What follows belongs to an exercise in optimizing a design on an open flow for small area, a short achievable clock period and few clock cycles per item; a production flow would make more cautious choices.
Function was checked by simulation only, so behaviour that the tests miss may differ from the original.

**flow/design.v**
```verilog
module harp_clockdec (
    input  wire        clk,
    input  wire        rst,               
    input  wire [23:0] cfg_sample_rate,   
    input  wire [15:0] cfg_baud,          
    input  wire        in_valid,
    output wire        in_ready,
    input  wire [31:0] in_time,           
    input  wire        in_state,          
    output reg         out_valid,
    output wire [31:0] out_local,         
    output wire [31:0] out_value,         
    output wire [1:0]  out_status         
);
    wire [23:0] sr   = cfg_sample_rate;
    wire [15:0] baud = cfg_baud;
    reg        rdy;
    reg        have_prev;
    reg [31:0] prev_time;
    reg        prev_state;
    reg        in_range;
    assign in_ready = rdy;
    wire accept = in_valid && rdy;
    wire [32:0] d_pos = {1'b0, in_time} - {1'b0, prev_time};
    wire [31:0] d_neg = prev_time - in_time;
    wire        neg   = d_pos[32];
    wire [31:0] mag   = neg ? d_neg : d_pos[31:0];
    wire        boundary = !neg && (d_pos[31:0] > {9'd0, sr[23:1]});
    wire        s0_tok = accept && have_prev;
    wire        s0_bnd = s0_tok && boundary;
    wire        s0_cls = s0_bnd && in_range;
    reg        r1_iv, r1_bnd, r1_cls, r1_neg, r1_big, r1_lvl;
    reg [22:0] r1_m;
    wire [39:0] m_prod = r1_m * baud + {17'd0, sr[23:1]};
    reg        r2_iv, r2_bnd, r2_cls, r2_neg, r2_big, r2_lvl;
    reg [39:0] r2_M;
    wire        s2_sat = r2_big || (r2_M[39:6] >= {10'd0, sr});
    wire [25:0] s2_d5  = {1'b0, r2_M[29:5]} - {2'b0, sr};
    wire        s2_q5  = !s2_d5[25];
    wire [29:0] s2_r5  = {s2_q5 ? s2_d5[24:0] : r2_M[29:5], r2_M[4:0]};
    wire [25:0] s2_d4  = {1'b0, s2_r5[28:4]} - {2'b0, sr};
    wire        s2_q4  = !s2_d4[25];
    wire [28:0] s2_r4  = {s2_q4 ? s2_d4[24:0] : s2_r5[28:4], s2_r5[3:0]};
    wire [25:0] s2_d3  = {1'b0, s2_r4[27:3]} - {2'b0, sr};
    wire        s2_q3  = !s2_d3[25];
    wire [27:0] s2_r3  = {s2_q3 ? s2_d3[24:0] : s2_r4[27:3], s2_r4[2:0]};
    reg        r3_iv, r3_bnd, r3_cls, r3_neg, r3_sat, r3_lvl;
    reg [2:0]  r3_q;
    reg [26:0] r3_r;
    wire [25:0] s3_d2  = {1'b0, r3_r[26:2]} - {2'b0, sr};
    wire        s3_q2  = !s3_d2[25];
    wire [25:0] s3_r2  = {s3_q2 ? s3_d2[24:0] : r3_r[26:2], r3_r[1:0]};
    wire [25:0] s3_d1  = {1'b0, s3_r2[25:1]} - {2'b0, sr};
    wire        s3_q1  = !s3_d1[25];
    wire [24:0] s3_r1  = {s3_q1 ? s3_d1[24:0] : s3_r2[25:1], s3_r2[0]};
    wire [25:0] s3_d0  = {1'b0, s3_r1[24:0]} - {2'b0, sr};
    wire        s3_q0  = !s3_d0[25];
    wire [23:0] s3_r0  = s3_d0[23:0];
    wire        s3_tie = !sr[0] && (s3_r0 == 24'd0) && s3_q0;   
    wire [5:0]  s3_q   = {r3_q, s3_q2, s3_q1, s3_q0};
    wire [5:0]  s3_k   = r3_sat ? 6'd63 : {s3_q[5:1], s3_q[0] & !s3_tie};
    reg        r4_iv, r4_bnd, r4_cls, r4_neg, r4_lvl;
    reg [5:0]  r4_k;
    reg        clr;          
    reg [5:0]  bc_len;       
    reg        bc_fault;
    reg [31:0] bc_val;       
    wire [5:0]  base_len = clr ? 6'd0 : bc_len;
    wire [6:0]  end_len  = {1'b0, base_len} + {1'b0, r4_k};
    wire        wr       = r4_iv && !r4_neg;
    wire        base_fault_n = (clr ? 1'b0 : bc_fault) || (r4_k != 6'd0);
    reg  [31:0] val_next;
    integer n;
    always @(*) begin
        for (n = 0; n < 32; n = n + 1) begin
            if (wr && ({1'b0, base_len} <= (1 + 10 * (n / 8) + (n % 8))) &&
                      (end_len > (1 + 10 * (n / 8) + (n % 8))))
                val_next[n] = r4_lvl;
            else
                val_next[n] = bc_val[n];
        end
    end
    reg [31:0] bc_local;     
    reg [31:0] cl_local;     
    reg        cl_busy;      
    reg        pend;         
    assign out_local  = cl_local;
    assign out_status = bc_fault ? 2'd1 : (bc_len != 6'd39) ? 2'd2 : 2'd0;
    assign out_value  = (!bc_fault && bc_len == 6'd39) ? bc_val : 32'd0;
    wire move_now = (r1_bnd && r1_cls && (!cl_busy || out_valid)) || (pend && out_valid);
    always @(posedge clk) begin
        if (rst) begin
            rdy        <= 1'b1;
            have_prev  <= 1'b0;
            in_range   <= 1'b0;
            r1_iv <= 1'b0; r1_bnd <= 1'b0;
            r2_iv <= 1'b0; r2_bnd <= 1'b0;
            r3_iv <= 1'b0; r3_bnd <= 1'b0;
            r4_iv <= 1'b0; r4_bnd <= 1'b0;
            clr        <= 1'b0;
            out_valid  <= 1'b0;
            cl_busy    <= 1'b0;
            pend       <= 1'b0;
        end else begin
            if (accept) begin
                have_prev <= 1'b1;
                if (have_prev && boundary)
                    in_range <= 1'b1;
            end
            r1_iv  <= s0_tok && !boundary;
            r1_bnd <= s0_bnd;
            r2_iv  <= r1_iv;  r2_bnd <= r1_bnd;
            r3_iv  <= r2_iv;  r3_bnd <= r2_bnd;
            r4_iv  <= r3_iv;  r4_bnd <= r3_bnd;
            clr       <= r4_bnd;
            out_valid <= r4_bnd && r4_cls;
            if (s0_cls && (r1_cls || cl_busy || pend))
                rdy <= 1'b0;
            else if (!rdy && !(pend && !out_valid) && !(r1_bnd && r1_cls && !move_now))
                rdy <= 1'b1;
            if (r1_bnd && r1_cls && !move_now)
                pend <= 1'b1;
            else if (pend && out_valid)
                pend <= 1'b0;
            if (move_now)
                cl_busy <= 1'b1;
            else if (out_valid)
                cl_busy <= 1'b0;
        end
    end
    always @(posedge clk) begin
        if (accept) begin
            prev_time  <= in_time;
            prev_state <= in_state;
        end
        r1_cls <= s0_cls;
        r1_neg <= neg;
        r1_big <= |mag[31:23];
        r1_m   <= mag[22:0];
        r1_lvl <= prev_state;
        r2_cls <= r1_cls; r2_neg <= r1_neg; r2_big <= r1_big; r2_lvl <= r1_lvl;
        r2_M   <= m_prod;
        if (r1_bnd && !r1_cls)
            bc_local <= prev_time;
        if (move_now) begin
            cl_local <= bc_local;
            bc_local <= prev_time;
        end
        r3_cls <= r2_cls; r3_neg <= r2_neg; r3_lvl <= r2_lvl;
        r3_sat <= s2_sat;
        r3_q   <= {s2_q5, s2_q4, s2_q3};
        r3_r   <= s2_r3[26:0];
        r4_cls <= r3_cls; r4_neg <= r3_neg; r4_lvl <= r3_lvl;
        r4_k   <= s3_k;
        bc_val <= val_next;
        if (r4_iv && r4_neg)
            bc_fault <= base_fault_n;
        else
            bc_fault <= clr ? 1'b0 : bc_fault;
        if (wr)
            bc_len <= (end_len > 7'd39) ? 6'd39 : end_len[5:0];
        else
            bc_len <= base_len;
    end
endmodule
```
**flow/run.sh**
```bash
#!/bin/bash
# synth_recipe.tcl (not shown) runs the flow's synth.tcl, then flattens the netlist and writes it again
# the make line also repeats each setting of config.mk as NAME=value (left out here)
make -C /OpenROAD-flow-scripts/flow DESIGN_CONFIG=/design/flow/config.mk WORK_HOME=/design/flow/orfs CLKGATE_MAP_FILE= SYNTH_SCRIPT=/design/flow/synth_recipe.tcl finish
```
**flow/config.mk**
```make
export PLATFORM = sky130hd
export DESIGN_NAME = harp_clockdec
export DESIGN_NICKNAME = harp_clockdec
export VERILOG_FILES = /design/flow/design.v
export SDC_FILE = /design/flow/constraint.sdc
export NUM_CORES = 4
export LEC_CHECK = 0
export CAP_MARGIN = 20
export CORE_MARGIN = 2
export CORE_UTILIZATION = 40
export SLEW_MARGIN = 20
```
**flow/constraint.sdc**
```tcl
create_clock -name core_clock -period 10.0 [get_ports {clk}]
set_input_delay 2.0000 -clock core_clock [delete_from_list [all_inputs] [get_ports {clk}]]
set_output_delay 2.0000 -clock core_clock [all_outputs]
set_load 0.01 [all_outputs]
```
==> results.sh <==
export IMPL_status="timing/DRC/antenna clean"
export IMPL_hold_ws_ns=0.326
export IMPL_setup_viol=0
export IMPL_drive_gt1_share_pct=11.8
export IMPL_multi_input_area_um2=24000
export IMPL_crit_required_ns=10.49
export IMPL_min_period_over_period_pct=94.6
export IMPL_slowest_delay_ns=0.45
export IMPL_path_common_cell="buf_4"
export IMPL_busiest_layer="met2"
export IMPL_vias=27500
export IMPL_ys_flop_type="dfxtp_1"
export IMPL_core_um2=81700
export IMPL_track_usage_pct=22.8
export IMPL_slew_violations=0
export IMPL_cp_end_kind="register"
export IMPL_worst_pin_slew_ns=1.06
export IMPL_gp_congestion=0.978
export IMPL_syn_inst=3683
export IMPL_path_clk_slew_ns=0.07
export IMPL_cts_buffer_depth=3
export IMPL_min_period_ns=9.46
export IMPL_register_area_um2=6600
export IMPL_die_x_um=290
export IMPL_yosysUniqueCellTypes=91
export IMPL_syn_to_final_growth_pct=17.5
export IMPL_cts_sinks=265
export IMPL_hold_viol_final=0
export IMPL_synth_seq_cells=265
export IMPL_final_fill_count=8016
export IMPL_h_tree_depth=1
export IMPL_synthArstFlopShare_pct=0
export IMPL_syn_num_nets=4461
export IMPL_io_buffer_count=143
export IMPL_grt_pass1_vias=27700
export IMPL_ys_warn_count=1
export IMPL_finClkSkew_ns=0.0418
export IMPL_syn_area_um2=32800
export IMPL_layout_nets=4832
export IMPL_grt_util_met1_pct=29.2
export IMPL_drtPass1Iterations=6
export IMPL_root_buffer="clkbuf_16"
export IMPL_crit_fanout=9
export IMPL_synth_edff_count=129
export IMPL_row_count=105
export IMPL_grtUsageMet3_pct=2.32
export IMPL_maxCapViolations=0
export IMPL_routed_wl_mm=96.9
export IMPL_worstHoldPathType="register to register"
export IMPL_grt_max_degree=40
export IMPL_dieArea_um2=84400
export IMPL_die_h_um=290
export IMPL_max_freq_ghz=0.106
export IMPL_reg2reg_depth=32
export IMPL_dp_hpwl_mm=78.3
export IMPL_dp_cells=5091
export IMPL_critPathKind="input port to register"
export IMPL_numCtsBuffers=29
export IMPL_slew_headroom_pct=28.6
export IMPL_synth_avg_cell_area_um2=8.91
export IMPL_cts_tree="built"
export IMPL_clk_insertion_delay_late_ns=0.60
export IMPL_stdcell_count=5150
export IMPL_overflow=0
export IMPL_met2_usage_pct=40.1
export IMPL_cts_hold_buffers=0
export IMPL_whs_path_depth=0
export IMPL_grt_pass1_wl_mm=153
export IMPL_drc=0
export IMPL_slowest_stage="clkdlybuf4s50_1"
export IMPL_netlist_area_leader_share_pct=19.8
export IMPL_boundaryPins=144
export IMPL_start_kind="input port"
export IMPL_worstPathArrival_ns=9.95
export IMPL_routedWlPerCell_um=18.8
export IMPL_viasPerCell=5.34
export IMPL_start_util_pct=40.2
export IMPL_antenna_found_initial=3
export IMPL_ys_seq_area_share_pct=20.1
export IMPL_drtIter0Drc=1729
export IMPL_synth_area_leaders="fa_1 (20%), ha_1 (14%), edfxtp_1 (12%), dfxtp_1 (8.3%), inv_1 (5.7%)"
export IMPL_yosysMostFrequentCell="inv_1"
export IMPL_postRouteAntennaNets=0
export IMPL_synth_top_cells_by_count="inv_1 (495), nand2_1 (443), ha_1 (377), fa_1 (325), a21oi_1 (203)"
export IMPL_yosysTopAreaCell="fa_1"
state kept, by name, indices dropped and copies added (netlist names), 3 cells and up:
register and count:
bc_len 6, bc_local 32, bc_val 32, cl_local 32, prev_time 32, r1_m 23, r2_M 40, r3_q 3
r3_r 27, r4_k 6
metal layers:
layer,routed length [um],up-vias
met5,0,-
met3,4370,187
met2,47300,725
li1,-,13100
met4,3710,0
met1,41500,13400
worst max-delay path, delay by kind of cell:
family | cells | cell delay, ns
AO/OA/AOI/OAI | 13 | 2.94
adder cells (fa/ha/maj) | 3 | 0.98
AND/OR/NAND/NOR | 12 | 1.84
buffers and inverters | 6 | 1.33
XOR/XNOR | 1 | 0.16
multiplexers | 2 | 0.64
cells by family after synthesis:
logic type | Yosys count | synth area share, %
simple gates | 1080 | 15.7
flops | 265 | 20.1
mux | 76 | 2.75
buf+inv | 618 | 7.22
fa+ha+maj | 702 | 34.2
compound gates | 751 | 15.0
xor+xnor | 191 | 5.10
cells in the final DEF (no fill, tap or decap), types with 33 or more instances in the layout:
cell and count:
inv_1 494, nand2_1 443, ha_1 377, fa_1 325
buf_4 316, a21oi_1 200, nor2_1 174, o21ai_0 156
and2_1 155, clkdlybuf4s50_1 143, dfxtp_1 136, xnor2_1 134
edfxtp_1 129, a21o_1 87, nor3_1 60, xor2_1 57
o21a_1 54, nand2b_1 51, mux2_2 41, nand4_1 37
nor2b_1 36, nand3_1 33
area by class of cell:
class                           count  share of cell area (%)
Antenna cell                        3                  0.0195
Clock buffer                       35                    2.02
Clock inverter                     19                   0.445
Inverter                          497                    4.84
Multi-Input combinational cell   2800                    62.1
Sequential cell                   265                    17.1
Tap cell                         1070                    3.47
Timing Repair Buffer              461                    9.97
path summary, 6_finish.rpt:
| check | start | endpoint | slack [ns] |
|---|---|---|---|
| worst max-delay path | cfg_sample_rate[8] | r4_k[0]$_SDFF_PP1_ | 0.54 |
| worst min-delay path | r3_lvl$_DFF_P_ | r4_lvl$_DFF_P_ | 0.33 |
| worst max register to register | r2_M[6]$_DFF_P_ | r3_r[14]$_DFF_P_ | 2.19 |
| worst min register to register | r3_lvl$_DFF_P_ | r4_lvl$_DFF_P_ | 0.33 |
what timing repair did:
action / in CTS / in global routing
endpoints found under the setup margin: 0 / 25
resized for setup: 0 / 15
hold endpoints to repair: 0 / 0
buffers inserted: 0 / 2
per-stage QoR:
stage                     instance area (um^2)  setup TNS (ns)  worst slack [ns]  util, %
after floorplan                          32800               0             0.420        -
after global placement                   37500           -1.01            -0.249     45.9
after detailed placement                 37500           -3.14            -0.384     45.9
after CTS                                38500               0             0.231     47.1
after global routing                     38600         -0.0410           -0.0401     47.2
final                                    38600               0             0.541     47.2
Testbench counts, summed over its fixed seeds: cycles 7,511, transitions 7,479.

==> separate check: timing with driven ports <==
No port has a modelled driver above. Below, the same layout with a new extraction and two added sets of constraints.
Step 1 sets driving cells, clkbuf_16 on the clock port and buf_2 on the other inputs (assumed; they add their load-dependent delay and slew).
Step 2 also shifts input and output timing later by t, the mid clock arrival at the registers, as if the neighbouring blocks saw the same clock.
a / b / c = ideal ports / drivers / drivers and shift; a / b = the first two.
shift t [ns]: 0.648
slack for setup (ns): 0.541 / 0.557 / -0.091
worst data-port slew with drivers (ns): 0.10
With both steps, setup timing fails in this run, where it was met with ideal ports. The setup slack of this run moves by +0.016 ns with the drivers and by -0.632 ns with both steps.
